Source: an optimization exercise on an open RTL-to-GDS flow (aim: small area, a short achievable clock period and few clock cycles). Production flows keep margins and buffers that such runs may drop. Only simulation tests tie the RTL to the original design; equivalence was not proved.

==> design.v <==
module gf_serial_mul #(parameter D = 8) (
    input  wire         red,
    input  wire [31:0]  poly,
    input  wire [D-1:1] mt,
    input  wire [63:0]  r,
    input  wire [31:0]  x,
    input  wire [D-1:0] dg,
    output reg  [63:0]  rn
);
    integer i, j, l;
    reg [31+D:0] pp;
    always @(*) begin
        pp = {(32+D){1'b0}};
        for (j = 0; j < D; j = j + 1)
            if (dg[j]) pp = pp ^ ({{D{1'b0}}, x} << j);
    end
    wire [63:0] t = {r[63-D:0], {D{1'b0}}} ^ {{(32-D){1'b0}}, pp};
    reg [D-1:0] mm;
    reg [D-1:0] q;
    reg [D-1:0] n [0:D-1];
    reg [D-1:0] qr;
    always @(*) begin
        mm = {mt, 1'b1};
        for (i = 0; i < D; i = i + 1) begin
            n[i] = {D{1'b0}};
            for (l = i + 1; l < D; l = l + 1)
                for (j = i; j < l; j = j + 1)
                    n[i][l] = n[i][l] ^ (mm[j-i] & x[32+j-l]);
            qr[i] = 1'b0;
            for (j = i; j < D; j = j + 1)
                qr[i] = qr[i] ^ (mm[j-i] & r[32+j-D]);
        end
        for (i = 0; i < D; i = i + 1) begin
            q[i] = qr[i];
            for (l = i + 1; l < D; l = l + 1)
                q[i] = q[i] ^ (dg[l] & n[i][l]);
        end
    end
    reg [31+D:0] qp;
    always @(*) begin
        qp = {(32+D){1'b0}};
        for (j = 0; j < D; j = j + 1)
            if (q[j]) qp = qp ^ ({{D{1'b0}}, poly} << j);
        if (red) rn = {32'd0, t[31:0] ^ qp[31:0]};
        else     rn = t;
    end
endmodule
module gf_inv_euclid (
    input  wire [32:0] u,
    input  wire [32:0] v,
    input  wire [32:0] zn,
    input  wire [32:0] gn,
    input  wire [5:0]  du,
    input  wire [5:0]  dv,
    input  wire        fin,      
    output wire        finn,     
    input  wire [4:0]  fl,       
    output wire [4:0]  fln,      
    output wire        top,
    output wire        sw,
    output reg  [32:0] un,
    output reg  [32:0] znn,
    output wire [5:0]  dun
);
    assign top = u[32];
    wire xe = u[32] & ~fin;
    assign sw = xe & fl[4];
    wire [32:0] w  = u  ^ (xe ? v  : 33'd0);
    wire [32:0] wz = zn ^ (xe ? gn : 33'd0);
    wire ge2 = sw ? fl[1] : fl[3];
    wire ge3 = sw ? fl[0] : fl[2];
    wire s2 = ~w[31] & ge2;
    wire s3 = ~w[31] & ~w[30] & ge3;
    wire [5:0] du1 = du - 6'd1, du2 = du - 6'd2, du3 = du - 6'd3;
    wire [5:0] dv1 = dv - 6'd1, dv2 = dv - 6'd2, dv3 = dv - 6'd3;
    always @(*) begin
        if (s3) begin
            un  = {w[29:0], 3'b000};
            znn = {wz[29:0], wz[32:30]};
        end else if (s2) begin
            un  = {w[30:0], 2'b00};
            znn = {wz[30:0], wz[32:31]};
        end else begin
            un  = {w[31:0], 1'b0};
            znn = {wz[31:0], wz[32]};
        end
    end
    assign dun = sw ? (s3 ? dv3 : s2 ? dv2 : dv1)
                    : (s3 ? du3 : s2 ? du2 : du1);
    function pick;
        input a1, a2, a3, b1, b2, b3;
        begin
            pick = sw ? (s3 ? b3 : s2 ? b2 : b1) : (s3 ? a3 : s2 ? a2 : a1);
        end
    endfunction
    wire [6:0] du_e = {1'b0, du}, dv_e = {1'b0, dv};
    assign fln[4] = pick(du_e < dv_e + 7'd1, du_e < dv_e + 7'd2, du_e < dv_e + 7'd3,
                         dv_e < du_e + 7'd1, dv_e < du_e + 7'd2, dv_e < du_e + 7'd3);
    assign fln[3] = pick(du >= 6'd3, du >= 6'd4, du >= 6'd5, dv >= 6'd3, dv >= 6'd4, dv >= 6'd5);
    assign fln[2] = pick(du >= 6'd4, du >= 6'd5, du >= 6'd6, dv >= 6'd4, dv >= 6'd5, dv >= 6'd6);
    assign fln[1] = sw ? fl[3] : fl[1];
    assign fln[0] = sw ? fl[2] : fl[0];
    assign finn = sw ? (s3 ? (dv == 6'd3) : s2 ? (dv == 6'd2) : (dv == 6'd1))
                     : (s3 ? (du == 6'd3) : s2 ? (du == 6'd2) : (du == 6'd1));
endmodule
module gf_ref_alu (
    input  wire        clk,
    input  wire        rst,
    input  wire        cmd_valid,
    output wire        cmd_ready,
    input  wire [7:0]  cmd_op,
    input  wire [1:0]  cmd_ksel,
    input  wire [31:0] cmd_poly,
    input  wire [63:0] cmd_a,
    input  wire [63:0] cmd_b,
    output wire        rsp_valid,
    input  wire        rsp_ready,
    output wire [3:0]  rsp_cc,
    output wire [63:0] rsp_result
);
    localparam D = 8;             
    localparam CW = 3;            
    localparam S_IDLE = 3'd0, S_MUL = 3'd2, S_INV = 3'd3,
               S_FA = 3'd4, S_FC = 3'd5, S_PSCAN = 3'd6;
    localparam M_B  = 3'd0,       
               M_R  = 3'd1,       
               M_A  = 3'd2,       
               M_SQ = 3'd3,       
               M_MA = 3'd4;       
    reg [2:0]  state;
    reg        eflg;              
    reg        eill;              
    reg        z0;                
    reg        fz;                
    reg  [4:0] efl;               
    reg        resp;              
    reg        la;                
    reg        rdy;               
    reg [2:0]  op;                
    reg        k4, k8, k16, k32;  
    reg [63:0] A, B;
    reg [31:0] R, X;
    reg        ux, zx, gx;        
    reg [D-1:0] DG;
    reg [D-1:1] MT;
    reg [CW-1:0] cnt;             
    reg [1:0]  dt;                
    reg [2:0]  mode;
    reg        red;
    reg [2:0]  cc;
    reg [5:0]  ecnt;
    reg        pbit;
    reg        w4;                
    reg        fc;                
    reg [5:0]  du, dv;
    wire [31:0] P  = B[63:32];
    wire [32:0] U  = {ux, B[31:0]};
    wire [32:0] V  = {1'b1, A[63:32]};
    wire [32:0] Zn = {zx, X};
    wire [32:0] Gn = {gx, R};
    assign cmd_ready  = rdy;
    assign rsp_valid  = resp;
    assign rsp_result = {A[63:32],
                         ({32{~la | k32}} & R) | ({32{la & k16}} & {16'd0, R[31:16]}) |
                         ({32{la & k8}} & {24'd0, R[31:24]}) | ({32{la & k4}} & {28'd0, R[31:28]})};
    assign rsp_cc     = {1'b0, cc};
    function [31:0] align;        
        input [31:0] v;
        input [1:0]  k;
        begin
            case (k)
                2'd0: align = {v[3:0], 28'd0};
                2'd1: align = {v[7:0], 24'd0};
                2'd2: align = {v[15:0], 16'd0};
                default: align = v;
            endcase
        end
    endfunction
    reg [31:0] c_fm;
    reg [63:0] c_em;
    always @(*) begin
        case (cmd_ksel)
            2'd0: begin c_fm = 32'h0000000F; c_em = 64'h000000000000FFFF; end
            2'd1: begin c_fm = 32'h000000FF; c_em = 64'h000000000000FFFF; end
            2'd2: begin c_fm = 32'h0000FFFF; c_em = 64'h00000000FFFFFFFF; end
            default: begin c_fm = 32'hFFFFFFFF; c_em = 64'hFFFFFFFFFFFFFFFF; end
        endcase
    end
    wire c_a_el = |(cmd_a & ~{32'd0, c_fm});
    wire c_b_el = |(cmd_b & ~{32'd0, c_fm});
    wire c_a_ee = |(cmd_a & ~c_em);
    wire c_b_ee = |(cmd_b & ~c_em);
    wire c_p    = |(cmd_poly & ~c_fm);
    wire c_ill  = (cmd_op[7:3] != 5'b00010) || (cmd_op[2:0] == 3'd7);
    reg  c_opnd;
    always @(*) begin
        case (cmd_op[2:0])
            3'd3:    c_opnd = c_a_ee;
            3'd4:    c_opnd = c_a_el;
            3'd6:    c_opnd = c_a_el | c_b_ee;
            default: c_opnd = c_a_el | c_b_el;
        endcase
    end
    wire c_inv = (cmd_op[2:0] == 3'd4);
    wire c_ala = (cmd_op[2:0] == 3'd1) | c_inv | (cmd_op[2:0] == 3'd5) | (cmd_op[2:0] == 3'd6);
    wire c_alb = (cmd_op[2:0] == 3'd1) | (cmd_op[2:0] == 3'd2) | (cmd_op[2:0] == 3'd5);
    wire c_euc = c_inv | (cmd_op[2:0] == 3'd5);
    wire [31:0] c_al_a = align(cmd_a[31:0], cmd_ksel);
    wire [31:0] c_al_b = align(cmd_b[31:0], cmd_ksel);
    wire [31:0] c_al_p = align(cmd_poly, cmd_ksel);
    wire        c_pow  = (cmd_op[2:0] == 3'd6);
    wire [31:0] c_b_hi = (cmd_ksel == 2'd3) ? cmd_b[63:32] :
                         (cmd_ksel == 2'd2) ? {16'd0, cmd_b[31:16]} : {24'd0, cmd_b[15:8]};
    wire [31:0] c_b_lm = ~c_pow ? 32'hFFFFFFFF : (cmd_ksel == 2'd3) ? 32'hFFFFFFFF :
                         (cmd_ksel == 2'd2) ? 32'h0000FFFF : 32'h000000FF;
    wire        c_k4 = (cmd_ksel == 2'd0), c_k8 = (cmd_ksel == 2'd1),
                c_k16 = (cmd_ksel == 2'd2), c_k32 = (cmd_ksel == 2'd3);
    wire [2:0]  c_op = cmd_op[2:0];
    wire        c_err = c_ill | c_p | c_opnd;
    wire        c_z0  = (cmd_op[0] ? cmd_b[31:0] : cmd_a[31:0]) == 32'd0;
    wire [5:0]  kval  = {k32, k16, k8, k4, 2'b00};
    wire [CW-1:0] nde = {1'b0, k32, k32 | k16};                      
    wire [CW-1:0] ndw = {k32, k32 | k16, 1'b1};              
    wire [31:0] one_l = {3'd0, k4, 3'd0, k8, 7'd0, k16, 15'd0, k32};  
    wire [31:0] fmask = {{16{k32}}, {8{k32 | k16}}, {4{~k4}}, 4'hF};
    function [D-1:1] mt_of;
        input [31:0] pl;
        reg [D-1:0] m;
        integer i, l;
        begin
            m[0] = 1'b1;
            for (i = 1; i < D; i = i + 1) begin
                m[i] = 1'b0;
                for (l = 1; l <= i; l = l + 1)
                    m[i] = m[i] ^ (pl[32-l] & m[i-l]);
            end
            mt_of = m[D-1:1];
        end
    endfunction
    wire [D-1:1] c_mt = c_k4  ? mt_of({cmd_poly[3:0], 28'd0}) :
                        c_k8  ? mt_of({cmd_poly[7:0], 24'd0}) :
                        c_k16 ? mt_of({cmd_poly[15:0], 16'd0}) : mt_of(cmd_poly);
    function [D-1:0] dsel_l;
        input [31:0] v;
        input        q4;
        input [1:0]  t;
        begin
            if (q4) dsel_l = {4'd0, v[31:28]};
            else begin
                case (t)
                    2'd0: dsel_l = v[31:24];
                    2'd1: dsel_l = v[23:16];
                    2'd2: dsel_l = v[15:8];
                    default: dsel_l = v[7:0];
                endcase
            end
        end
    endfunction
    function [D-1:0] dsel_r;
        input [63:0] s;
        input [CW-1:0] c;
        begin
            dsel_r = s[c*D +: D];
        end
    endfunction
    wire [63:0] mul_rn;
    gf_serial_mul #(.D(D)) u_mul (
        .red(red), .poly(P), .mt(MT), .r({A[63:32], R}), .x(X), .dg(DG), .rn(mul_rn)
    );
    reg [D-1:0] dg_next;
    always @(*) begin
        case (mode)
            M_B:     dg_next = dsel_l(B[31:0], k4, dt + 1'b1);
            M_R:     dg_next = dsel_r(A, cnt - 1'b1);
            M_SQ:    dg_next = dsel_l(X, k4, dt + 1'b1);
            default: dg_next = dsel_l(A[31:0], k4, dt + 1'b1);
        endcase
    end
    wire [D-1:0] rn_top = dsel_l(mul_rn[31:0], k4, 2'd0);
    wire        e_fin = fz;
    wire        e_finn, e_top, e_sw;
    wire [4:0]  e_fln;
    wire [32:0] e_un, e_zn;
    wire [5:0]  e_du;
    gf_inv_euclid u_inv (
        .u(U), .v(V), .zn(Zn), .gn(Gn), .du(du), .dv(dv),
        .fin(e_fin), .finn(e_finn), .fl(efl), .fln(e_fln), .top(e_top), .sw(e_sw), .un(e_un), .znn(e_zn), .dun(e_du)
    );
    wire [31:0] zn_init = cmd_op[0] ? ({31'd0, c_k4} << 24 | {31'd0, c_k8} << 16 | {31'd0, c_k16} | {31'd0, c_k32} << 1)
                                    : ({31'd0, c_k4} << 29 | {31'd0, c_k8} << 25 | {31'd0, c_k16} << 17 | {31'd0, c_k32} << 1);
    wire [CW-1:0] c_nde = {1'b0, c_k32, c_k32 | c_k16};
    wire [CW-1:0] c_ndw = {c_k32, c_k32 | c_k16, 1'b1};
    wire [31:0]   c_one = {3'd0, c_k4, 3'd0, c_k8, 7'd0, c_k16, 15'd0, c_k32};
    wire [31:0] Ah = A[63:32];
    wire        f_carry = (state == S_FC);
    wire [31:0] f_m  = {{16{k32}}, {8{k32 | k16}}, 8'hFF};
    wire [4:0]  f4_sum = f_carry ? ({1'b0, Ah[3:0]} + {4'd0, Ah[4]})
                                 : ({1'b0, Ah[7:4]} + {1'b0, Ah[3:0]});
    function [32:0] padd;
        input [31:0] x, y;
        input        ci;
        reg [31:0] g, p, gg, pp, g2, p2;
        reg [32:0] c;
        integer lv, b, m;
        begin
            g = x & y;
            p = x ^ y;
            gg = g; pp = p;
            for (lv = 0; lv < 5; lv = lv + 1) begin
                g2 = gg; p2 = pp;
                for (b = 0; b < 32; b = b + 1)
                    if ((b >> lv) & 1) begin
                        m = ((b >> lv) << lv) - 1;    
                        g2[b] = gg[b] | (pp[b] & gg[m]);
                        p2[b] = pp[b] & pp[m];
                    end
                gg = g2; pp = p2;
            end
            c[0] = ci;
            for (b = 0; b < 32; b = b + 1)
                c[b+1] = gg[b] | (pp[b] & ci);
            padd = {c[32], p ^ c[31:0]};
        end
    endfunction
    wire [32:0] f_sum = padd(Ah, B[31:0], fc);
    wire        f_co  = k32 ? f_sum[32] : k16 ? f_sum[16] : f_sum[8];
    wire x_top  = |{k4 & Ah[3], k8 & Ah[7], k16 & Ah[15], k32 & Ah[31]};
    wire x_next = |{k4 & Ah[2], k8 & Ah[6], k16 & Ah[14], k32 & Ah[30]};
    wire [31:0] e_val  = Ah & fmask;
    wire        e_zero = (e_val == 32'd0) | (e_val == fmask);
    always @(posedge clk) begin
        if (rst) begin
            state <= S_IDLE;
            resp  <= 1'b0;
            rdy   <= 1'b1;
            eflg  <= 1'b0;
        end else if (resp) begin
            eflg <= 1'b0;
            if (rsp_ready) begin
                resp <= 1'b0;
                rdy  <= 1'b1;
            end
        end else if (eflg) begin
            eflg     <= 1'b0;
            cc       <= eill ? 3'd1 : 3'd4;
            R        <= 32'd0;
            A[63:32] <= 32'd0;
            resp     <= 1'b1;
            state    <= S_IDLE;
        end else begin
            case (state)
                S_IDLE: begin
                    if (cmd_valid) begin
                        rdy   <= 1'b0;
                        op    <= c_op;
                        k4    <= c_k4;
                        k8    <= c_k8;
                        k16   <= c_k16;
                        k32   <= c_k32;
                        MT    <= c_mt;
                        A     <= {c_euc ? c_al_p : c_pow ? c_b_hi : cmd_a[63:32],
                                  c_ala ? c_al_a : cmd_a[31:0]};
                        B     <= {c_al_p, c_inv ? c_al_a : c_alb ? c_al_b : (cmd_b[31:0] & c_b_lm)};
                        cc    <= 3'd0;
                        R     <= 32'd0;
                        eill  <= c_ill;
                        la    <= (c_op == 3'd1) | (c_op == 3'd3) | (c_op == 3'd5) | (c_op == 3'd6);
                        z0    <= c_z0;
                        fz    <= 1'b0;
                        efl   <= 5'b01111;
                        begin
                            case (c_op)
                                3'd0: begin                    
                                    R    <= cmd_a[31:0] ^ cmd_b[31:0];
                                    resp <= 1'b1;
                                end
                                3'd1, 3'd2: begin              
                                    X     <= c_op[1] ? cmd_a[31:0] : c_al_a;
                                    DG    <= dsel_l(c_al_b, c_k4, 2'd0);
                                    dt    <= 2'd0;
                                    cnt   <= c_nde;
                                    mode  <= M_B;
                                    red   <= ~c_op[1];
                                    state <= S_MUL;
                                end
                                3'd3: begin                    
                                    X     <= c_one;
                                    DG    <= dsel_r(cmd_a, c_ndw);
                                    cnt   <= c_ndw;
                                    mode  <= M_R;
                                    red   <= 1'b1;
                                    state <= S_MUL;
                                end
                                3'd4, 3'd5: begin              
                                    ux    <= 1'b0;
                                    du    <= {c_k32, c_k16, c_k8, c_k4, 2'b00};
                                    dv    <= {c_k32, c_k16, c_k8, c_k4, 2'b00};
                                    X     <= zn_init;
                                    zx    <= 1'b0;
                                    gx    <= 1'b0;
                                    state <= S_INV;
                                end
                                default: begin                 
                                    X     <= c_al_a;
                                    w4    <= 1'b0;
                                    fc    <= 1'b0;
                                    state <= S_FA;
                                end
                            endcase
                        end
                        eflg <= c_err;
                        if (c_err) resp <= 1'b0;
                    end
                end
                S_MUL: begin
                    R <= mul_rn[31:0];
                    if (!red) A[63:32] <= mul_rn[63:32];
                    if (cnt == {CW{1'b0}}) begin
                        case (mode)
                            M_B, M_R, M_A: begin
                                if (red) A[63:32] <= 32'd0;
                                resp  <= 1'b1;
                                state <= S_IDLE;
                            end
                            default: begin
                                X   <= mul_rn[31:0];
                                cnt <= nde;
                                dt  <= 2'd0;
                                if (mode == M_SQ && pbit) begin
                                    R    <= 32'd0;
                                    DG   <= dsel_l(A[31:0], k4, 2'd0);
                                    mode <= M_MA;
                                end else if (ecnt == 6'd0) begin
                                    A[63:32] <= 32'd0;
                                    resp     <= 1'b1;
                                    state    <= S_IDLE;
                                end else begin
                                    R        <= 32'd0;
                                    DG       <= rn_top;
                                    mode     <= M_SQ;
                                    pbit     <= x_top;
                                    A[63:32] <= Ah << 1;
                                    ecnt     <= ecnt - 1'b1;
                                end
                            end
                        endcase
                    end else begin
                        DG  <= dg_next;
                        cnt <= cnt - 1'b1;
                        dt  <= dt + 1'b1;
                    end
                end
                S_INV: begin
                    if (e_fin) begin
                        A[63:32] <= 32'd0;
                        if (!e_top) begin
                            cc    <= z0 ? 3'd0 : 3'd7;
                            R     <= 32'd0;
                            resp  <= 1'b1;
                            state <= S_IDLE;
                        end else if (op[0]) begin              
                            R     <= 32'd0;
                            DG    <= dsel_l(A[31:0], k4, 2'd0);
                            dt    <= 2'd0;
                            cnt   <= nde;
                            mode  <= M_A;
                            red   <= 1'b1;
                            state <= S_MUL;
                        end else begin
                            R     <= X;
                            resp  <= 1'b1;
                            state <= S_IDLE;
                        end
                    end else begin
                        {ux, B[31:0]} <= e_un;
                        {zx, X}       <= e_zn;
                        du            <= e_du;
                        fz            <= e_finn;
                        efl           <= e_fln;
                        if (e_sw) begin
                            A[63:32] <= B[31:0];
                            {gx, R}  <= Zn;
                            dv       <= du;
                        end
                    end
                end
                S_FA: begin
                    if (w4) A[63:32] <= {27'd0, f4_sum};
                    else begin
                        A[63:32] <= f_sum[31:0] & f_m;
                        fc       <= f_co;
                        B[31:0]  <= 32'd0;
                    end
                    state <= S_FC;
                end
                S_FC: begin
                    if (w4) A[63:32] <= {28'd0, f4_sum[3:0]};
                    else    A[63:32] <= f_sum[31:0];
                    ecnt <= kval - 1'b1;
                    if (k4 && !w4) begin
                        w4    <= 1'b1;
                        state <= S_FA;
                    end else begin
                        state <= S_PSCAN;
                    end
                end
                S_PSCAN: begin
                    A[63:32] <= Ah << 1;
                    if (e_zero) begin
                        R        <= 32'd1;
                        la       <= 1'b0;
                        A[63:32] <= 32'd0;
                        resp     <= 1'b1;
                        state    <= S_IDLE;
                    end else if (x_top) begin
                        if (ecnt == 6'd0) begin
                            R        <= X;
                            A[63:32] <= 32'd0;
                            resp     <= 1'b1;
                            state    <= S_IDLE;
                        end else begin
                            R        <= 32'd0;
                            DG       <= dsel_l(A[31:0], k4, 2'd0);
                            dt       <= 2'd0;
                            cnt      <= nde;
                            mode     <= M_SQ;
                            red      <= 1'b1;
                            pbit     <= x_next;
                            A[63:32] <= Ah << 2;
                            ecnt     <= ecnt - 1'b1;
                            state    <= S_MUL;
                        end
                    end else begin
                        ecnt <= ecnt - 1'b1;
                    end
                end
                default: state <= S_IDLE;
            endcase
        end
    end
endmodule
==> run.sh <==
#!/bin/bash
# synth_recipe.tcl (not shown) runs the flow's synth.tcl, then flattens the netlist and writes it again
# the make line also repeats each setting of config.mk as NAME=value (left out here)
make -C /OpenROAD-flow-scripts/flow DESIGN_CONFIG=/design/flow/config.mk WORK_HOME=/design/flow/orfs CLKGATE_MAP_FILE= SYNTH_SCRIPT=/design/flow/synth_recipe.tcl finish
==> config.mk <==
export PLATFORM = sky130hd
export DESIGN_NAME = gf_ref_alu
export DESIGN_NICKNAME = gf_ref_alu
export VERILOG_FILES = /design/flow/design.v
export SDC_FILE = /design/flow/constraint.sdc
export NUM_CORES = 4
export LEC_CHECK = 0
export CAP_MARGIN = 20
export CORE_MARGIN = 2
export CORE_UTILIZATION = 50
export PLACE_DENSITY = 0.65
export SETUP_SLACK_MARGIN = 4
export SLEW_MARGIN = 20
==> constraint.sdc <==
create_clock -name core_clock -period 8.0 [get_ports {clk}]
set_input_delay 1.6000 -clock core_clock [delete_from_list [all_inputs] [get_ports {clk}]]
set_output_delay 1.6000 -clock core_clock [all_outputs]
set_load 0.01 [all_outputs]
==> results of run 1 <==
==> layout by cell type, fill, tap and decap left out, drive strengths merged, types with 32 or more instances in the layout <==
master	count
a31oi	32
xor2	174
a222oi	39
o21ai	206
inv	64
nor4	52
a21oi	281
mux2i	67
a22oi	89
xnor2	542
o22ai	82
nor2	360
nand2	914
nor3	81
clkbuf	48
a21o	32
and2	48
buf	224
ha	104
and3	33
o221ai	40
a211oi	74
edfxtp	257
nand3	63
clkdlybuf4s50	190
==> cell type report <==
class	instances	area (um^2)
fill	6024	26500
multi-input combinational	3666	24500
sequential	263	7840
timing repair buffer	467	4520
tap	864	1080
clock buffer	39	933
clock inverter	26	280
inverter	60	238
antenna	4	10.0
==> metrics by stage <==
stage / util [%] / worst slack [ns] / instances / hold WS [ns]
finish: 59.8 / 3.81 / 5389 / 0.483
global route: 59.8 / 3.77 / 5385 / 0.513
CTS: 58.1 / 3.93 / 5328 / 0.486
detailed placement: 54.6 / 2.51 / 5204 / 0.473
global placement: 54.6 / 2.41 / 5204 / 0.456
floorplan: - / 4.01 / 4414 / 0.505
==> synthesized netlist by cell type (6+ instances only) <==
master / n
a21o_1: 32
nor4_1: 52
o221ai_1: 40
xor2_1: 169
a22o_1: 13
a222oi_1: 39
mux2_2: 25
o21ai_0: 200
a221o_1: 24
nand2_1: 911
inv_1: 57
o21a_1: 13
a211oi_1: 74
mux4_2: 30
nor3_1: 79
a21oi_1: 281
o31ai_1: 6
nand2b_1: 27
clkbuf_1: 296
buf_1: 56
xnor2_1: 536
nor2b_1: 25
a31oi_1: 32
mux2i_1: 67
nor2_1: 359
or2_2: 6
or3_1: 11
edfxtp_1: 257
and2_1: 46
buf_2: 39
a32oi_1: 12
a22oi_1: 89
nand4_1: 21
nand3_1: 63
buf_4: 34
and3_1: 33
a221oi_1: 28
o22ai_1: 82
o21ai_1: 6
dfxtp_1: 6
xnor3_1: 14
ha_1: 104
a2111oi_0: 7
o211ai_1: 26
==> repair_timing <==
item,CTS,global route
pin swaps,14,62
resized for setup,155,156
cloned,2,7
hold buffers,0,0
setup buffers,57,50
endpoints found under the setup margin,199,115
==> worst max-delay path: stages, from the launching register on <==
cell and delay (ns):
edfxtp_1 0.41, buf_6 0.14, buf_8 0.13, and3b_1 0.19, or2_4 0.27, nand2_4 0.10, xnor2_4 0.12, xor2_2 0.21
xnor3_4 0.50, buf_6 0.18, buf_6 0.11, nand2_2 0.06, xor2_1 0.15, xnor3_2 0.57, or3_4 0.42, a21boi_2 0.16
o221a_1 0.24, o21ai_1 0.07
==> path summary, 6_finish.rpt <==
path	from	end	slack, ns	depth (start not counted)
max	X[31]	DG[2]	3.81	17
min	rdy	rdy	0.48	2
max reg2reg	X[31]	DG[2]	3.81	17
min reg2reg	rdy	rdy	0.48	2
==> state kept, by name, summed over array words and instances, names as in the netlist, 7 cells and up <==
register  cells
R            32
B            64
X            32
DG            8
A            64
MT            7
==> per-layer routing <==
layer  vias to the layer above  wire length [um]  track usage (%)
met2                      3454             68300             66.6
met3                       809             30400             20.6
li1                      15688                 -                -
met4                         8             15000             29.4
met5                         -                48                0
met1                     17717             63500             62.5
==> cells by family after synthesis <==
kind of cell / Yosys count / synth area share [%]
compound gates: 1046 / 20.4
fa+ha+maj: 107 / 4.05
other cells: 1 / 0.0112
mux: 122 / 4.87
flops: 263 / 23.5
xor+xnor: 730 / 20.0
simple gates: 1655 / 21.1
buf+inv: 490 / 6.09
==> metrics.csv, run 1 <==
metric;value;unit
status;complete, no violations;
grt-ovfl-total;0;
synth_edf_count;257;
fin_crit;4.19;ns
die_y;262;um
core_area;66000;um^2
ant_nets;0;
drive_above_1_share;11.8;%
avgSynthCellArea;7.57;um^2
numCtsBuffers;36;
end_kind;register;
io_buffers;242;
area_growth;18.1;%
finalSetupTns;0;ns
slew-limit-headroom;13.7;%
syn_inst;4414;
routedWlPerCell;32.9;um
synthFlopType;edfxtp_1;
synth_seq_cells;263;
cts_sinks;263;
drt-total-wl;177;mm
synthArstFlopShare;0;%
num-nets-final;4774;
track_usage;48.4;%
grt_pass1_vias;33180;
placed_area;36100;um^2
die_area;68900;um^2
synth-seq-area-share;23.5;%
syn-num-nets;4694;
hold_class;reg -> reg;
cp.required;8.43;ns
synth.largest_area_cell;edfxtp_1;
cts_tree;built;
hold_violations;0;
path_clk_slew;0.06;ns
antenna_found_initial;8;
grt_pass1_wl;245;mm
yosysWarningCount;4;
worstMarginPinSlew;1.28;ns
drc_errors;0;
critPathKind;reg -> reg;
slew_violations;0;
placementRows;94;
period_share;52.3;%
synth_area_leaders;edfxtp_1 (23%), xnor2_1 (14%), nand2_1 (10%);
via_count;37676;
cap_violations;0;
fin_area;39400;um^2
die_w;262;um
cp_max_fo;7;
dp_hpwl;126;mm
synth_top_cell_area_share;23.1;%
first_iter_violations;6969;
start_kind;register;
synth_area;33400;um^2
finalSetupViolCount;0;
rsz0062_at_grt;yes;
h-tree-depth;2;
synth_cell_type_count;83;
clk_latency;0.58;ns
io-pin-count;244;
start_util;50.6;%
clock-skew-final;0.0426;ns
drtPass1Iterations;12;
cp.arrival;4.61;ns
grt_start_max_net_pins;81;
fmax;0.239;GHz
gp_congestion;1.06;
avgViaCountPerCell;6.99;
clk_path_buf_depth;3;
cts_root_buf;clkbuf_16;
Testbench counts, summed over its fixed seeds: cycles 46,572.
==> run 2, diff against run 1 <==
--- a/design.v
+++ b/design.v
@@ -159,5 +159,5 @@
     wire [32:0] Zn = {zx, X};
     wire [32:0] Gn = {gx, R};
-    assign cmd_ready  = rdy;
+    assign cmd_ready  = rdy & pv;
     assign rsp_valid  = resp;
     assign rsp_result = {A[63:32],
@@ -177,4 +177,11 @@
         end
     endfunction
+    function [31:0] align_h;      
+        input [31:0] v;
+        begin
+            align_h = ({32{c_k4}}  & {v[3:0], 28'd0}) | ({32{c_k8}}  & {v[7:0], 24'd0}) |
+                      ({32{c_k16}} & {v[15:0], 16'd0}) | ({32{c_k32}} & v);
+        end
+    endfunction
     reg [31:0] c_fm;
     reg [63:0] c_em;
@@ -192,5 +199,5 @@
     wire c_b_ee = |(cmd_b & ~c_em);
     wire c_p    = |(cmd_poly & ~c_fm);
-    wire c_ill  = (cmd_op[7:3] != 5'b00010) || (cmd_op[2:0] == 3'd7);
+    wire d_ill  = (cmd_op[7:3] != 5'b00010) || (cmd_op[2:0] == 3'd7);
     reg  c_opnd;
     always @(*) begin
@@ -202,21 +209,37 @@
         endcase
     end
-    wire c_inv = (cmd_op[2:0] == 3'd4);
-    wire c_ala = (cmd_op[2:0] == 3'd1) | c_inv | (cmd_op[2:0] == 3'd5) | (cmd_op[2:0] == 3'd6);
-    wire c_alb = (cmd_op[2:0] == 3'd1) | (cmd_op[2:0] == 3'd2) | (cmd_op[2:0] == 3'd5);
-    wire c_euc = c_inv | (cmd_op[2:0] == 3'd5);
-    wire [31:0] c_al_a = align(cmd_a[31:0], cmd_ksel);
-    wire [31:0] c_al_b = align(cmd_b[31:0], cmd_ksel);
-    wire [31:0] c_al_p = align(cmd_poly, cmd_ksel);
-    wire        c_pow  = (cmd_op[2:0] == 3'd6);
-    wire [31:0] c_b_hi = (cmd_ksel == 2'd3) ? cmd_b[63:32] :
-                         (cmd_ksel == 2'd2) ? {16'd0, cmd_b[31:16]} : {24'd0, cmd_b[15:8]};
-    wire [31:0] c_b_lm = ~c_pow ? 32'hFFFFFFFF : (cmd_ksel == 2'd3) ? 32'hFFFFFFFF :
-                         (cmd_ksel == 2'd2) ? 32'h0000FFFF : 32'h000000FF;
-    wire        c_k4 = (cmd_ksel == 2'd0), c_k8 = (cmd_ksel == 2'd1),
-                c_k16 = (cmd_ksel == 2'd2), c_k32 = (cmd_ksel == 2'd3);
-    wire [2:0]  c_op = cmd_op[2:0];
-    wire        c_err = c_ill | c_p | c_opnd;
-    wire        c_z0  = (cmd_op[0] ? cmd_b[31:0] : cmd_a[31:0]) == 32'd0;
+    reg        pv;
+    reg [2:0]  p_op;
+    reg        p_k4, p_k8, p_k16, p_k32, p_ill, p_err, p_z0;
+    reg [D-1:1] p_mt;
+    wire [2:0] c_op = p_op;
+    wire c_k4 = p_k4, c_k8 = p_k8, c_k16 = p_k16, c_k32 = p_k32;
+    wire c_ill = p_ill, c_err = p_err, c_z0 = p_z0;
+    wire c_inv = (c_op == 3'd4);
+    wire c_ala = (c_op == 3'd1) | c_inv | (c_op == 3'd5) | (c_op == 3'd6);
+    wire c_alb = (c_op == 3'd1) | (c_op == 3'd2) | (c_op == 3'd5);
+    wire c_euc = c_inv | (c_op == 3'd5);
+    wire [31:0] c_al_a = align_h(cmd_a[31:0]);
+    wire [31:0] c_al_b = align_h(cmd_b[31:0]);
+    wire [31:0] c_al_p = align_h(cmd_poly);
+    wire        c_pow  = (c_op == 3'd6);
+    wire [31:0] c_b_hi = c_k32 ? cmd_b[63:32] : c_k16 ? {16'd0, cmd_b[31:16]} : {24'd0, cmd_b[15:8]};
+    wire [31:0] c_b_lm = ~c_pow ? 32'hFFFFFFFF : c_k32 ? 32'hFFFFFFFF :
+                         c_k16 ? 32'h0000FFFF : 32'h000000FF;
+    wire        d_k4 = (cmd_ksel == 2'd0), d_k8 = (cmd_ksel == 2'd1),
+                d_k16 = (cmd_ksel == 2'd2), d_k32 = (cmd_ksel == 2'd3);
+    wire        d_err = d_ill | c_p | c_opnd;
+    wire        d_z0  = (cmd_op[0] ? cmd_b[31:0] : cmd_a[31:0]) == 32'd0;
+    always @(posedge clk) begin
+        p_op  <= cmd_op[2:0];
+        p_k4  <= d_k4;
+        p_k8  <= d_k8;
+        p_k16 <= d_k16;
+        p_k32 <= d_k32;
+        p_ill <= d_ill;
+        p_err <= d_err;
+        p_z0  <= d_z0;
+        p_mt  <= d_mt;
+    end
     wire [5:0]  kval  = {k32, k16, k8, k4, 2'b00};
     wire [CW-1:0] nde = {1'b0, k32, k32 | k16};                      
@@ -238,7 +261,7 @@
         end
     endfunction
-    wire [D-1:1] c_mt = c_k4  ? mt_of({cmd_poly[3:0], 28'd0}) :
-                        c_k8  ? mt_of({cmd_poly[7:0], 24'd0}) :
-                        c_k16 ? mt_of({cmd_poly[15:0], 16'd0}) : mt_of(cmd_poly);
+    wire [D-1:1] d_mt = d_k4  ? mt_of({cmd_poly[3:0], 28'd0}) :
+                        d_k8  ? mt_of({cmd_poly[7:0], 24'd0}) :
+                        d_k16 ? mt_of({cmd_poly[15:0], 16'd0}) : mt_of(cmd_poly);
     function [D-1:0] dsel_l;
         input [31:0] v;
@@ -287,5 +310,5 @@
         .fin(e_fin), .finn(e_finn), .fl(efl), .fln(e_fln), .top(e_top), .sw(e_sw), .un(e_un), .znn(e_zn), .dun(e_du)
     );
-    wire [31:0] zn_init = cmd_op[0] ? ({31'd0, c_k4} << 24 | {31'd0, c_k8} << 16 | {31'd0, c_k16} | {31'd0, c_k32} << 1)
+    wire [31:0] zn_init = c_op[0] ? ({31'd0, c_k4} << 24 | {31'd0, c_k8} << 16 | {31'd0, c_k16} | {31'd0, c_k32} << 1)
                                     : ({31'd0, c_k4} << 29 | {31'd0, c_k8} << 25 | {31'd0, c_k16} << 17 | {31'd0, c_k32} << 1);
     wire [CW-1:0] c_nde = {1'b0, c_k32, c_k32 | c_k16};
@@ -330,4 +353,5 @@
     wire        e_zero = (e_val == 32'd0) | (e_val == fmask);
     always @(posedge clk) begin
+        pv <= ~rst & cmd_valid & ~(rdy & pv);
         if (rst) begin
             state <= S_IDLE;
@@ -351,5 +375,5 @@
             case (state)
                 S_IDLE: begin
-                    if (cmd_valid) begin
+                    if (pv) begin
                         rdy   <= 1'b0;
                         op    <= c_op;
@@ -358,5 +382,5 @@
                         k16   <= c_k16;
                         k32   <= c_k32;
-                        MT    <= c_mt;
+                        MT    <= p_mt;
                         A     <= {c_euc ? c_al_p : c_pow ? c_b_hi : cmd_a[63:32],
                                   c_ala ? c_al_a : cmd_a[31:0]};
--- a/config.mk
+++ b/config.mk
@@ -8,6 +8,6 @@
 export CAP_MARGIN = 20
 export CORE_MARGIN = 2
-export CORE_UTILIZATION = 50
-export PLACE_DENSITY = 0.65
+export CORE_UTILIZATION = 35
+export PLACE_DENSITY = 0.5
 export SETUP_SLACK_MARGIN = 4
 export SLEW_MARGIN = 20
==> run 2 against run 1 <==
  * Still clean
  * Area after synthesis grew 3.6%
  * Global-route usage shrank 13 points
  * Hold slack lost 0.081 ns
  * Worst setup slack gained 0.17 ns
  * Clock skew shrank 0.00094 ns
  * Synthesized cell count grew 2.8%
  * Maximum frequency grew 4.2%
  * Final cell count grew 8.8%
  * Register-to-register slack gained 0.18 ns
  * Critical endpoint is now X[25]
  * Highest routed layer unchanged
==> metrics.csv, run 2 <==
metric;value;unit;change
synth_cell_type_count;93;;was 83
placementRows;115;;was 94
numCtsBuffers;36;;unchanged
drc_errors;0;;unchanged
grt_pass1_wl;262;mm;was 245 mm
rsz0062_at_grt;yes;;unchanged
io_buffers;242;;unchanged
hold_class;reg -> reg;;unchanged
grt_pass1_vias;34167;;was 33180
synth.largest_area_cell;edfxtp_1;;unchanged
end_kind;register;;unchanged
start_util;35.3;%;was 50.6%
cp_common_cell;a211oi_1;;was buf_6
synth_commonest_cells;nand2_1 (939), xnor2_1 (464), a21oi_1 (343);;was nand2_1 (911), xnor2_1 (536), nor2_1 (359)
synth_seq_cells;281;;was 263
gp_congestion;0.996;;was 1.06
area_growth;16.1;%;was 18.1%
reg_top3;A x64, B x64;;unchanged
finalSetupTns;0;ns;unchanged
drt-total-wl;189;mm;was 177 mm
path_delay_family;compound AO/OA/AOI/OAI gates;;was XOR/XNOR gates
cpPeakStageDelay;0.96;ns;was 0.57 ns
fmax;0.249;GHz;was 0.239 GHz
avgSynthCellArea;7.62;um^2;was 7.57 um^2
synthFlopType;edfxtp_1;;unchanged
synth_top_cell_area_share;22.3;%;was 23.1%
num-nets-final;4825;;was 4774
cap_violations;0;;unchanged
drive_above_1_share;8.88;%;was 11.8%
fin_util;40.9;%;was 59.8%
io-pin-count;244;;unchanged
fin_crit;4.02;ns;was 4.19 ns
cts_sinks;281;;was 263
period_share;50.2;%;was 52.3%
hold_violations;0;;unchanged
antenna_found_initial;13;;was 8
placed_area;37500;um^2;was 36100 um^2
dp_hpwl;137;mm;was 126 mm
die_y;318;um;was 262 um
clk_path_buf_depth;3;;unchanged
first_iter_violations;5925;;was 6969
fill_cells;10197;;was 6024
via_count;37364;;was 37676
syn-num-nets;4821;;was 4694
layout_common_cells;nand2_1 (937), xnor2_1 (443), a21oi_1 (332);;was nand2_1 (890), xnor2_1 (517), nor2_1 (339)
grt_start_max_net_pins;69;;was 81
final_common_cell;nand2_1;;unchanged
syn_inst;4539;;was 4414
avgViaCountPerCell;6.37;;was 6.99
yosysWarningCount;4;;unchanged
die_area;101000;um^2;was 68900 um^2
critPathKind;in -> reg;;was reg -> reg
clk_latency;0.60;ns;was 0.58 ns
clock-skew-final;0.0416;ns;was 0.0426 ns
synth_edf_count;257;;unchanged
track_usage;35.5;%;was 48.4%
cp.arrival;4.43;ns;was 4.61 ns
cts_tree;built;;unchanged
cp_max_fo;7;;unchanged
path_cells;clkdlybuf4s50_1 -> a222oi_1 -> buf_4 -> nor2b_1 -> a21oi_1 -> a211oi_1 -> a211oi_1 -> o21ai_0;;was buf_6 -> buf_8 -> and3b_1 -> or2_4 -> nand2_4 -> xnor2_4 -> xor2_2 -> xnor3_4 -> buf_6 -> buf_6 -> nand2_2 -> xor2_1 -> xnor3_2 -> or3_4 -> a21boi_2 -> o221a_1 -> o21ai_1
cts_root_buf;clkbuf_16;;unchanged
critPathBufInv;2;;was 4
h-tree-depth;2;;unchanged
finalSetupViolCount;0;;unchanged
layout.cells.non_filler;5862;;was 5389
synth-seq-area-share;23.7;%;was 23.5%
slew_violations;0;;unchanged
core_area;98100;um^2;was 66000 um^2
routedWlPerCell;32.3;um;was 32.9 um
ant_nets;0;;unchanged
start_kind;input pin;;was register
status;complete, no violations;;unchanged
synth_area_leaders;edfxtp_1 (22%), xnor2_1 (12%), nand2_1 (10%);;was edfxtp_1 (23%), xnor2_1 (14%), nand2_1 (10%)
grt-ovfl-total;0;;unchanged
cp.required;8.41;ns;was 8.43 ns
path_clk_slew;0.06;ns;about the same
synth_area;34600;um^2;was 33400 um^2
yosysMostFrequentCell;nand2_1;;unchanged
slowest_stage;a211oi_1;;was xnor3_2
drtPass1Iterations;10;;was 12
synthArstFlopShare;0;%;unchanged
fin_area;40200;um^2;was 39400 um^2
die_w;318;um;was 262 um
worstMarginPinSlew;1.16;ns;was 1.28 ns
slew-limit-headroom;22.0;%;was 13.7%
place_inst;5703;;was 5204
[run 2: changes by cell type after synthesis, sizes merged, moves of 20 or more]
cell    before  now
o21ai      206  257
mux2i       67   47
a22oi       89  117
xnor3       14   39
a21oi      281  344
nor2       359  278
xnor2      542  468
a22o        13   39
nor2b       25   64
a221oi      29   59
nand2      914  943
o221ai      40   10
[run 2: cells by family (layout without fill, tap and decap cells)]
group | count (synthesis) | count (layout) | synth area share, %
AND/OR/NAND/NOR | 1620 | 1623 | 20.1
AO/OA/AOI/OAI | 1206 | 1206 | 22.7
adder cells (fa/ha/maj) | 108 | 108 | 3.95
other | 1 | 6 | 0.0108
buffers and inverters | 536 | 560 | 6.67
XOR/XNOR | 701 | 705 | 19.5
flip-flops | 281 | 281 | 23.7
multiplexers | 86 | 86 | 3.34
[run 2: cell type report]
| type | count | area [um^2] | share of cell area [%] |
|---|---|---|---|
| multi-input cells | 3729 | 24900 | 61.9 |
| repair buffers | 420 | 3980 | 9.91 |
| diodes | 5 | 12.5 | 0.0311 |
| clock inverters | 15 | 194 | 0.483 |
| inverters | 75 | 285 | 0.710 |
| clock buffers | 50 | 1010 | 2.50 |
| flip-flops and latches | 281 | 8210 | 20.4 |
| well taps | 1287 | 1610 | 4.01 |
[run 2: repair_timing]
| action | 4_1_cts | 5_1_grt |
|---|---|---|
| hold buffers | 0 | 0 |
| pin swaps | 9 | 25 |
| buffers inserted | 51 | 30 |
| cloned | 4 | 4 |
| resized for setup | 70 | 72 |
| setup endpoints to repair | 157 | 78 |
[run 2: layer usage]
metal  vias up  global-route usage [%]  wire length [um]
met5         -                       0                72
met4        12                    16.2             10800
met3       533                    10.8             24300
met2      2651                    53.4             81000
met1     18090                    46.5             73100
li1      16078                       -                 -
[run 2: worst reg2reg max path, cell delays in order (launching register included)]
cell,delay [ns]
dfxtp_2,0.61
buf_6,0.43
inv_2,0.39
nand2_1,0.26
nand2_1,0.34
o31ai_1,0.33
nor2_1,0.22
a222oi_1,0.88
o211ai_1,0.24
[run 2: final timing paths]
kind,startpoint,endpoint,slack [ns],cells past startpoint
max,cmd_a[9],X[25],3.98,8
min,p_ill,eill,0.40,0
max reg2reg,state[0],DG[5],3.99,8
min reg2reg,p_ill,eill,0.40,0
[run 2: metrics by stage]
| step | setup slack (ns) | hold WS, ns |
|---|---|---|
| floorplan | 3.76 | 0.386 |
| global placement | 3.00 | 0.388 |
| detailed placement | 3.01 | 0.390 |
| CTS | 4.00 | 0.403 |
| global route | 3.94 | 0.410 |
| finish | 3.98 | 0.402 |
Testbench counts of run 2, summed over its fixed seeds: cycles 46,580.
==> run 3, diff against run 2 <==
--- a/design.v
+++ b/design.v
@@ -157,6 +157,6 @@
     wire [32:0] U  = {ux, B[31:0]};
     wire [32:0] V  = {1'b1, A[63:32]};
-    wire [32:0] Zn = {zx, X};
-    wire [32:0] Gn = {gx, R};
+    wire [32:0] Zn = {zx, R};
+    wire [32:0] Gn = {gx, X};
     assign cmd_ready  = rdy & pv;
     assign rsp_valid  = resp;
@@ -420,5 +420,6 @@
                                     du    <= {c_k32, c_k16, c_k8, c_k4, 2'b00};
                                     dv    <= {c_k32, c_k16, c_k8, c_k4, 2'b00};
-                                    X     <= zn_init;
+                                    R     <= zn_init;
+                                    X     <= 32'd0;
                                     zx    <= 1'b0;
                                     gx    <= 1'b0;
@@ -484,4 +485,5 @@
                             state <= S_IDLE;
                         end else if (op[0]) begin              
+                            X     <= R;
                             R     <= 32'd0;
                             DG    <= dsel_l(A[31:0], k4, 2'd0);
@@ -492,5 +494,4 @@
                             state <= S_MUL;
                         end else begin
-                            R     <= X;
                             resp  <= 1'b1;
                             state <= S_IDLE;
@@ -498,5 +499,5 @@
                     end else begin
                         {ux, B[31:0]} <= e_un;
-                        {zx, X}       <= e_zn;
+                        {zx, R}       <= e_zn;
                         du            <= e_du;
                         fz            <= e_finn;
@@ -504,7 +505,12 @@
                         if (e_sw) begin
                             A[63:32] <= B[31:0];
-                            {gx, R}  <= Zn;
+                            {gx, X}  <= Zn;
                             dv       <= du;
                         end
+                        if (e_finn && e_un[32] && !op[0]) begin
+                            A[63:32] <= 32'd0;
+                            resp     <= 1'b1;
+                            state    <= S_IDLE;
+                        end
                     end
                 end
==> run 3 against run 2 <==
  * Critical path type is now reg -> reg
  * Final cell count up 2.0%
  * Still clean
  * Critical endpoint is now DG[1]
  * Global-route usage grew 0.55 points
  * Utilization grew 1.3 points
  * Area after synthesis increased by 0.16%
==> metrics.csv, run 3 <==
metric;value;unit;change
num-nets-final;4935;;was 4825
synthArstFlopShare;0;%;unchanged
via_count;37935;;was 37364
status;complete, no violations;;unchanged
fin_crit;4.21;ns;was 4.02 ns
area_growth;19.7;%;was 16.1%
end_kind;register;;unchanged
syn_inst;4585;;was 4539
synth_seq_cells;281;;unchanged
reg2reg_from;X[31];;was state[0]
synth_area_leaders;edfxtp_1 (22%), xnor2_1 (12%), nand2_1 (9.4%);;was edfxtp_1 (22%), xnor2_1 (12%), nand2_1 (10%)
finalSetupTns;0;ns;unchanged
whs;0.402;ns;about the same
period_share;52.7;%;was 50.2%
start_util;35.3;%;about the same
antenna_found_initial;21;;was 13
synth-seq-area-share;23.7;%;about the same
layout_common_cells;nand2_1 (846), xnor2_1 (432), a21oi_1 (327);;was nand2_1 (937), xnor2_1 (443), a21oi_1 (332)
layout.cells.non_filler;5978;;was 5862
cts_sinks;281;;unchanged
reg_top3;A x64, B x64;;unchanged
slew_violations;0;;unchanged
core_area;98300;um^2;was 98100 um^2
placementRows;115;;unchanged
track_usage;36.0;%;was 35.5%
die_area;102000;um^2;was 101000 um^2
use_met2;53.1;%;was 53.4%
seq_area;8210;um^2;unchanged
die_w;319;um;was 318 um
cts_tree;built;;unchanged
grt_use_met3;9.04;%;was 10.8%
use_met1;47.5;%;was 46.5%
drtPass1Iterations;10;;unchanged
synth_area;34700;um^2;was 34600 um^2
start_kind;register;;was input pin
path_clk_slew;0.06;ns;about the same
io-pin-count;244;;unchanged
die_y;319;um;was 318 um
grt_start_max_net_pins;76;;was 69
grt-ovfl-total;0;;unchanged
cts-hold-fix-buffers;0;;unchanged
fill_cells;10038;;was 10197
synthFlopType;edfxtp_1;;unchanged
h-tree-depth;2;;unchanged
finalSetupViolCount;0;;unchanged
grt_pass1_wl;267;mm;was 262 mm
numCtsBuffers;37;;was 36
place_inst;5762;;was 5703
r2r_slack;3.79;ns;was 3.99 ns
cp.required;8.35;ns;was 8.41 ns
cp-startpoint;X[31];;was cmd_a[9]
synth_cell_type_count;85;;was 93
hold_violations;0;;unchanged
drive_above_1_share;11.8;%;was 8.88%
final_common_cell;nand2_1;;unchanged
synth_top_cell_area_share;22.3;%;about the same
slew-limit-headroom;22.0;%;about the same
clock-skew-final;0.0473;ns;was 0.0416 ns
routedWlPerCell;32.1;um;was 32.3 um
worstMarginPinSlew;1.17;ns;was 1.16 ns
fmax;0.237;GHz;was 0.249 GHz
cap_violations;0;;unchanged
hold_class;reg -> reg;;unchanged
post-place-ws;2.85;ns;was 3.01 ns
yosysMostFrequentCell;nand2_1;;unchanged
dp_hpwl;137;mm;about the same
synth_edf_count;257;;unchanged
critPathKind;reg -> reg;;was in -> reg
syn-num-nets;4867;;was 4821
io_buffers;242;;unchanged
gp_congestion;1.02;;was 0.996
avgViaCountPerCell;6.35;;was 6.37
clk_path_buf_depth;3;;unchanged
multiInputGateArea;25500;um^2;was 24900 um^2
yosysWarningCount;4;;unchanged
rsz0062_at_grt;yes;;unchanged
hp-start;p_z0;;was p_ill
synth_commonest_cells;nand2_1 (868), xnor2_1 (465), a21oi_1 (345);;was nand2_1 (939), xnor2_1 (464), a21oi_1 (343)
busiest_layer;met2;;unchanged
drc_errors;0;;unchanged
synth.largest_area_cell;edfxtp_1;;unchanged
grt_pass1_vias;34613;;was 34167
avgSynthCellArea;7.56;um^2;was 7.62 um^2
cts_root_buf;clkbuf_16;;unchanged
drt-total-wl;192;mm;was 189 mm
ant_nets;0;;unchanged
setup_ws;3.79;ns;was 3.98 ns
cp_max_fo;6;;was 7
first_iter_violations;5617;;was 5925
cp.arrival;4.56;ns;was 4.43 ns
clk_latency;0.61;ns;was 0.60 ns
==> run 3: cell count changes after synthesis, moves of 14 or more <==
cell | before | now
clkbuf_1 | 309 | 325
nor2_1 | 277 | 343
a221oi_1 | 58 | 91
o22ai_1 | 75 | 50
a22oi_1 | 117 | 86
nor3_1 | 79 | 118
xor2_1 | 190 | 204
nand2_1 | 939 | 868
==> run 3: layout make-up <==
cell class                      count  area share [%]
Antenna cell                       10          0.0603
Sequential cell                   281            19.8
Tap cell                         1287            3.88
Clock buffer                       47            2.45
Multi-Input combinational cell   3776            61.6
Inverter                           69           0.633
Clock inverter                     20           0.501
Timing Repair Buffer              488            11.1
==> run 3: per-stage QoR <==
stage                     cell area [um^2]  util, %
after global routing                 41500     42.2
after detailed placement             37700     38.4
after floorplan                      34700        -
after CTS                            40300     41.0
after global placement               37700     38.4
final                                41500     42.2
==> run 3: repair_timing <==
action / in CTS / in global routing
cloned: 9 / 5
gates resized for setup: 153 / 121
buffers inserted: 61 / 63
endpoints found under the setup margin: 222 / 184
pin swaps: 34 / 75
==> run 3: per-layer routing <==
metal / up-vias / share of wire, %
met4: 24 / 7.5
met2: 2664 / 42
met5: - / 0.18
met3: 594 / 12
met1: 18219 / 39
li1: 16434 / -
==> run 3: final timing paths <==
path	endpoint	cells after the start
setup / recovery	DG[1]	16
hold / removal	z0	0
setup reg to reg	DG[1]	16
hold reg to reg	z0	0
==> run 3: cell families after synthesis <==
| family | share of synthesized area (%) |
|---|---|
| AO/OA/AOI/OAI | 22.4 |
| buffers and inverters | 6.47 |
| other | 0.0108 |
| adder cells (fa/ha/maj) | 3.94 |
| flip-flops | 23.7 |
| XOR/XNOR | 18.9 |
| AND/OR/NAND/NOR | 21.0 |
| multiplexers | 3.59 |
==> run 3: critical path, stage by stage, from the launching register on <==
cell and delay [ns]:
edfxtp_1 0.38, buf_6 0.15, buf_6 0.13, nand2_2 0.06, xor3_2 0.51, and3_4 0.24
o211a_4 0.31, o211ai_4 0.31, buf_4 0.17, nand3_1 0.10, xor2_1 0.18, xnor2_1 0.16
xnor2_2 0.34, nand2_1 0.20, xnor2_4 0.27, a221oi_1 0.32, a21oi_1 0.10
Testbench counts of run 3, summed over its fixed seeds: cycles 46,112.
==> run 4, diff against run 3 <==
--- a/design.v
+++ b/design.v
@@ -135,5 +135,5 @@
     reg  [4:0] efl;               
     reg        resp;              
-    reg        la;                
+    reg        o32, o16, o8, o4;  
     reg        rdy;               
     reg [2:0]  op;                
@@ -162,6 +162,6 @@
     assign rsp_valid  = resp;
     assign rsp_result = {A[63:32],
-                         ({32{~la | k32}} & R) | ({32{la & k16}} & {16'd0, R[31:16]}) |
-                         ({32{la & k8}} & {24'd0, R[31:24]}) | ({32{la & k4}} & {28'd0, R[31:28]})};
+                         ({32{o32}} & R) | ({32{o16}} & {16'd0, R[31:16]}) |
+                         ({32{o8}} & {24'd0, R[31:24]}) | ({32{o4}} & {28'd0, R[31:28]})};
     assign rsp_cc     = {1'b0, cc};
     function [31:0] align;        
@@ -389,5 +389,8 @@
                         R     <= 32'd0;
                         eill  <= c_ill;
-                        la    <= (c_op == 3'd1) | (c_op == 3'd3) | (c_op == 3'd5) | (c_op == 3'd6);
+                        o32   <= ~((c_op == 3'd1) | (c_op == 3'd3) | (c_op == 3'd5) | (c_op == 3'd6)) | c_k32;
+                        o16   <= ((c_op == 3'd1) | (c_op == 3'd3) | (c_op == 3'd5) | (c_op == 3'd6)) & c_k16;
+                        o8    <= ((c_op == 3'd1) | (c_op == 3'd3) | (c_op == 3'd5) | (c_op == 3'd6)) & c_k8;
+                        o4    <= ((c_op == 3'd1) | (c_op == 3'd3) | (c_op == 3'd5) | (c_op == 3'd6)) & c_k4;
                         z0    <= c_z0;
                         fz    <= 1'b0;
@@ -539,5 +542,5 @@
                     if (e_zero) begin
                         R        <= 32'd1;
-                        la       <= 1'b0;
+                        {o32, o16, o8, o4} <= 4'b1000;
                         A[63:32] <= 32'd0;
                         resp     <= 1'b1;
--- a/config.mk
+++ b/config.mk
@@ -8,6 +8,6 @@
 export CAP_MARGIN = 20
 export CORE_MARGIN = 2
-export CORE_UTILIZATION = 35
-export PLACE_DENSITY = 0.5
+export CORE_UTILIZATION = 45
+export PLACE_DENSITY = 0.6
 export SETUP_SLACK_MARGIN = 4
 export SLEW_MARGIN = 20
==> run 4 against run 3 <==
  * Cell area decreased by 4.9%
  * First-iteration DRC count increased by 24%
  * Final cell count decreased by 6.6%
  * Sequential share of layout area rose by 1.3 points
  * Register-to-register slack improved by 0.26 ns
  * Critical path depth decreased by 9
  * Highest routed layer unchanged
  * Still clean on timing, DRC and antenna
  * Hold slack improved by 0.0019 ns
  * Largest cell class unchanged
  * Sequential cell count is 3 higher
==> metrics.csv, run 4 <==
metric;value;unit;change
status;complete, no violations;;unchanged
path_clk_slew;0.06;ns;about the same
cp_common_cell;nand2_1;;was buf_6
avgViaCountPerCell;6.73;;was 6.35
synth_commonest_cells;nand2_1 (920), xnor2_1 (452), clkbuf_1 (324);;was nand2_1 (868), xnor2_1 (465), a21oi_1 (345)
core_area;76200;um^2;was 98300 um^2
synth_area_leaders;edfxtp_1 (22%), xnor2_1 (11%), nand2_1 (9.9%);;was edfxtp_1 (22%), xnor2_1 (12%), nand2_1 (9.4%)
start_kind;input pin;;was register
reg_top3;A x64, B x64;;unchanged
synthArstFlopShare;0;%;unchanged
antenna_found_initial;14;;was 21
track_usage;43.1;%;was 36.0%
wl_met1;65.3;mm;was 74.6 mm
final_common_cell;nand2_1;;unchanged
die_area;79400;um^2;was 102000 um^2
path_delay_family;compound AO/OA/AOI/OAI gates;;was XOR/XNOR gates
h-tree-depth;2;;unchanged
setup_ws;4.01;ns;was 3.79 ns
syn_inst;4541;;was 4585
cp.required;8.31;ns;was 8.35 ns
numCtsBuffers;39;;was 37
post-place-ws;3.18;ns;was 2.85 ns
area_growth;13.5;%;was 19.7%
layout.cells.non_filler;5581;;was 5978
clk_path_buf_depth;3;;unchanged
fill_cells;7425;;was 10038
end_kind;register;;unchanged
drive_above_1_share;7.27;%;was 11.8%
first_iter_violations;6987;;was 5617
finalSetupViolCount;0;;unchanged
fin_util;51.7;%;was 42.2%
reg2reg_from;p_op[0];;was X[31]
place_inst;5456;;was 5762
cpPeakStageDelay;1.15;ns;was 0.51 ns
grt-ovfl-total;0;;unchanged
dp_hpwl;128;mm;was 137 mm
cp-startpoint;cmd_a[11];;was X[31]
synth_seq_cells;284;;was 281
rsz0062_at_grt;yes;;unchanged
avgSynthCellArea;7.65;um^2;was 7.56 um^2
drt-total-wl;177;mm;was 192 mm
grt_pass1_wl;249;mm;was 267 mm
synth.largest_area_cell;edfxtp_1;;unchanged
cp.arrival;4.30;ns;was 4.56 ns
slew-limit-headroom;18.4;%;was 22.0%
finalSetupTns;0;ns;unchanged
clock-skew-final;0.0258;ns;was 0.0473 ns
period_share;49.9;%;was 52.7%
syn-num-nets;4823;;was 4867
cap_violations;0;;unchanged
layout_common_cells;nand2_1 (917), xnor2_1 (441), a21oi_1 (292);;was nand2_1 (846), xnor2_1 (432), a21oi_1 (327)
synthFlopType;edfxtp_1;;unchanged
slew_violations;0;;unchanged
hold_class;reg -> reg;;unchanged
num-nets-final;4796;;was 4935
path_cells;clkdlybuf4s50_1 -> a222oi_1 -> nor2_1 -> a21oi_1 -> o22ai_1 -> nand2_1 -> nand2_1;;was buf_6 -> buf_6 -> nand2_2 -> xor3_2 -> and3_4 -> o211a_4 -> o211ai_4 -> buf_4 -> nand3_1 -> xor2_1 -> xnor2_1 -> xnor2_2 -> nand2_1 -> xnor2_4 -> a221oi_1 -> a21oi_1
die_y;282;um;was 319 um
synth_top_cell_area_share;22.5;%;was 22.3%
critPathBufInv;1;;was 3
yosysWarningCount;4;;unchanged
whs;0.404;ns;was 0.402 ns
synth_area;34700;um^2;about the same
via_count;37557;;was 37935
die_w;282;um;was 319 um
synth-seq-area-share;23.9;%;was 23.7%
drc_errors;0;;unchanged
synth_edf_count;260;;was 257
fmax;0.251;GHz;was 0.237 GHz
clk_latency;0.59;ns;was 0.61 ns
cts_root_buf;clkbuf_16;;unchanged
cts-hold-fix-buffers;0;;unchanged
slowest_stage;a222oi_1;;was xor3_2
grt_pass1_vias;33456;;was 34613
fin_crit;3.99;ns;was 4.21 ns
cts_sinks;284;;was 281
synth_cell_type_count;84;;was 85
ant_nets;0;;unchanged
gp_congestion;1.06;;was 1.02
io_buffers;242;;unchanged
hold_violations;0;;unchanged
placementRows;101;;was 115
hp-start;p_mt[2];;was p_z0
drtPass1Iterations;11;;was 10
grt_start_max_net_pins;72;;was 76
routedWlPerCell;31.7;um;was 32.1 um
routed-wl-met2;74.0;mm;was 80.0 mm
start_util;45.6;%;was 35.3%
cp_max_fo;7;;was 6
yosysMostFrequentCell;nand2_1;;unchanged
met3_wirelength;25.5;mm;was 22.6 mm
io-pin-count;244;;unchanged
critPathKind;in -> reg;;was reg -> reg
worstMarginPinSlew;1.22;ns;was 1.17 ns
cts_tree;built;;unchanged
top_layer;met5;;unchanged
## run 4: final timing paths
path,to,slack (ns),cells past startpoint
max,X[27],4.01,7
min,MT[2],0.40,0
max reg2reg,DG[4],4.05,7
min reg2reg,MT[2],0.40,0
## run 4: metrics by stage
stage | area, um^2
4_1_cts | 38900
5_1_grt | 39400
3_5_place_dp | 37400
2_1_floorplan | 34800
3_3_place_gp | 37400
6_report | 39400
## run 4: logic make-up (layout without fill, tap and decap cells)
family / Yosys count / after routing / synth area share, %
AND/OR/NAND/NOR: 1686 / 1686 / 21.1
flip-flops: 284 / 284 / 23.9
adder cells (fa/ha/maj): 108 / 108 / 3.93
multiplexers: 89 / 89 / 3.41
AO/OA/AOI/OAI: 1151 / 1151 / 21.9
buffers and inverters: 535 / 532 / 6.56
XOR/XNOR: 687 / 691 / 19.2
other: 1 / 10 / 0.0108
## run 4: cell type report
cell class                      instances  area [um^2]  area share, %
Multi-Input combinational cell       3726        24600           62.3
Sequential cell                       284         8300           21.0
Timing Repair Buffer                  397         3710           9.40
Tap cell                             1030         1290           3.27
Clock buffer                           53         1060           2.68
Inverter                               66          248          0.628
Clock inverter                         16          244          0.619
Antenna cell                            9         22.5         0.0571
## run 4: worst reg2reg max path, cell delays in order, from the launching register on
cell and delay [ns]:
dfxtp_1 0.30, buf_4 0.47, clkinv_1 0.55, nor2_1 0.97
nand2_1 0.55, o22ai_1 0.58, a221oi_1 0.21, o21ai_0 0.16
## run 4: what timing repair did
| item | in CTS | in global routing |
|---|---|---|
| gates resized for setup | 20 | 55 |
| buffers inserted | 14 | 29 |
| setup endpoints to repair | 155 | 112 |
| pin swaps | 2 | 13 |
| gates cloned | 2 | 2 |
## run 4: routing by layer
layer	up-vias	track usage (%)
li1	16078	-
met1	17725	55.9
met2	3119	63.7
met3	621	14.1
met4	14	22.6
met5	-	0
Testbench counts of run 4, summed over its fixed seeds: cycles 46,112.

==> port drivers added, routing unchanged <==
Ports are ideal in the flow. The routed layouts listed here were re-timed in OpenROAD.
Step 1 assumes that a clkbuf_16 drives the clock port and a buf_2 every other input.
Step 2, shift: input delay + t, output delay - t, t = (earliest + latest rising clock arrival at the registers) / 2. This alone moves slack from input paths to output paths.
Three values: ideal ports, drivers, drivers and shift; two values: the first two.
run | shift t [ns] | setup WS [ns] | worst setup path at the end | clock arrival spread, ns | slew at the worst register clock pin (ns)
run 1 | 0.633 | 3.812 / 3.812 / 3.391 | input to register | 0.043 / 0.043 | 0.07 / 0.07
run 2 | 0.649 | 3.981 / 3.963 / 3.377 | input to register | 0.042 / 0.042 | 0.07 / 0.07
run 3 | 0.657 | 3.785 / 3.785 / 3.464 | input to register | 0.048 / 0.047 | 0.07 / 0.07
run 4 | 0.651 | 4.008 / 4.041 / 3.401 | input to register | 0.027 / 0.027 | 0.07 / 0.07
After both steps setup and hold are still met in every run listed. For run 4, which loses most, drivers alone change the setup slack by +0.033 ns; drivers and shift together by -0.607 ns.
